What follows belongs to an exercise in optimizing a design on an open flow for small area, a short achievable clock period and few clock cycles per item; a production flow would make more cautious choices.
In this exercise RTL edits were held to simulation tests only and were not proved equivalent to the original.
No activity file was given, so power comes from the tool's default toggle rates.

== v43 ==
// tcmp_codec
module tcmp_codec (
    input  wire        clk,
    input  wire        rst,
    input  wire        rx_valid,
    input  wire [7:0]  rx_byte,
    output wire        rx_ready,
    output wire        ud_valid,
    output wire [7:0]  ud_byte,
    output wire        ev_valid,
    output wire [1:0]  ev_kind,
    output wire [15:0] ev_family,
    output wire [7:0]  ev_code,
    output wire [15:0] ev_paylen,
    input  wire        msg_valid,
    output wire        msg_ready,
    input  wire [15:0] msg_family,
    input  wire [7:0]  msg_code,
    input  wire [15:0] msg_paylen,
    input  wire        pl_valid,
    output wire        pl_ready,
    input  wire [7:0]  pl_byte,
    output wire        tx_valid,
    input  wire        tx_ready,
    output wire [7:0]  tx_byte
);
    tcmp_rx u_rx (
        .clk(clk), .rst(rst),
        .in_valid(rx_valid), .in_byte(rx_byte), .in_ready(rx_ready),
        .ud_valid(ud_valid), .ud_byte(ud_byte),
        .ev_valid(ev_valid), .ev_kind(ev_kind), .ev_family(ev_family),
        .ev_code(ev_code), .ev_paylen(ev_paylen)
    );
    tcmp_tx u_tx (
        .clk(clk), .rst(rst),
        .msg_valid(msg_valid), .msg_ready(msg_ready),
  ...
export LEC_CHECK = 0
export CAP_MARGIN = 20
export CORE_MARGIN = 2
export CORE_UTILIZATION = 70
export CTS_BUF_LIST = sky130_fd_sc_hd__clkbuf_4 sky130_fd_sc_hd__clkbuf_8
export PLACE_DENSITY = 0.85
export SETUP_SLACK_MARGIN = 1.85
export SLEW_MARGIN = 20
create_clock -name core_clock -period 4.5 [get_ports {clk}]
standard.sh (not shown) runs the stock make flow with config.mk's settings and CLKGATE_MAP_FILE= SYNTH_SCRIPT=/design/flow/synth_recipe.tcl, a recipe that flattens the netlist after the stock synthesis.
==> flow/flow/run.sh <==
#!/bin/bash
# Standard layout, with plain buffers (not delay cells) on the ports.
export BUFFER_PORTS_ARGS="-buffer_cell sky130_fd_sc_hd__buf_1"
bash standard.sh > standard.log 2>&1
Testbench counts of v43, summed over its fixed seeds: cycles 50,961, items 50,921.
[inputs] v3 vs v43
# v43
export LEC_CHECK = 0
export CAP_MARGIN = 20
export CORE_MARGIN = 2
export CORE_UTILIZATION = 70
export CTS_BUF_LIST = sky130_fd_sc_hd__clkbuf_4 sky130_fd_sc_hd__clkbuf_8
export PLACE_DENSITY = 0.85
export SETUP_SLACK_MARGIN = 1.85
export SLEW_MARGIN = 20
create_clock -name core_clock -period 4.5 [get_ports {clk}]
# v3
export LEC_CHECK = 0
export CAP_MARGIN = 20
export CORE_MARGIN = 2
export CORE_UTILIZATION = 70
export CTS_BUF_LIST = sky130_fd_sc_hd__clkbuf_4 sky130_fd_sc_hd__clkbuf_8
export PLACE_DENSITY = 0.85
export SETUP_SLACK_MARGIN = 2.0
export SLEW_MARGIN = 20
create_clock -name core_clock -period 4.5 [get_ports {clk}]
--- outcome ---
Going from v43 to v3, synthesis-to-finish area growth grows by 0.20 points. Diff v43 -> v3: maximum frequency +about 9%, total power consumption of the routed design moved down. Per the final summary, v3 finished and its layout is clean on timing, DRC and antenna.
Input-level comparison between v45 and v3:
# v3
export LEC_CHECK = 0
export CAP_MARGIN = 20
export CORE_MARGIN = 2
export CORE_UTILIZATION = 70
export CTS_BUF_LIST = sky130_fd_sc_hd__clkbuf_4 sky130_fd_sc_hd__clkbuf_8
export PLACE_DENSITY = 0.85
export SETUP_SLACK_MARGIN = 2.0
export SLEW_MARGIN = 20
create_clock -name core_clock -period 4.5 [get_ports {clk}]
# v45
export LEC_CHECK = 0
export CAP_MARGIN = 20
export CORE_MARGIN = 2
export CORE_UTILIZATION = 70
export CTS_BUF_LIST = sky130_fd_sc_hd__clkbuf_4 sky130_fd_sc_hd__clkbuf_8
export PLACE_DENSITY = 0.85
export SETUP_SLACK_MARGIN = 2.2
export SLEW_MARGIN = 20
create_clock -name core_clock -period 4.5 [get_ports {clk}]
==> flow/flow/run.sh <==
#!/bin/bash
# Standard layout, with plain buffers (not delay cells) on the ports.
export BUFFER_PORTS_ARGS="-buffer_cell sky130_fd_sc_hd__buf_2"
bash standard.sh > standard.log 2>&1
Notes after the runs:
Critical path startpoint: u_tx.remain[1]$_DFFE_PP_ -> v45, u_tx.skid_v$_SDFF_PP0_ -> v3. v45 against v3: setup slack higher; portion of the clock cycle consumed by the worst path in the final layout lower; total power higher; net switching component of the power higher; sequential power share lower. Delta(post-layout minimum cycle time, v45 - v3) < 0. v45 vs v3, cell with the biggest individual delay on the critical path: edfxtp_1 vs or3_1.

==> afterwards: timing with drivers on the ports <==
No port has a modelled driver above. Below, the same layouts with a new extraction and two added sets of constraints.
Step 1, drivers: a clkbuf_16 drives clk and a buf_2 each remaining input, both assumed.
Step 2 moves the port delays by t, midway between the first and last clock arrival at a register: inputs arrive t later, outputs are due t later. That takes back most of the time a late clock gives input paths.
Three values: ideal ports, drivers, drivers and shift; two values: the first two.
| run | t, ns | setup slack, ns | hold slack, ns | worst setup path at the end | worst slew at a driven data input, ns |
|---|---|---|---|---|---|
| v43 | 0.500 | 1.823 / 1.823 / 1.631 | 0.498 / 0.498 / 0.498 | input to register | 0.04 |
| v3 | 0.517 | 2.040 / 2.040 / 1.724 | 0.502 / 0.502 / 0.502 | input to register | 0.04 |
| v45 | 0.510 | 2.055 / 2.055 / 1.768 | 0.497 / 0.497 / 0.497 | input to register | 0.05 |
After both steps every run listed still meets setup and hold. For v3, which loses most, drivers alone change the setup slack by 0.000 ns; drivers and shift together by -0.316 ns.
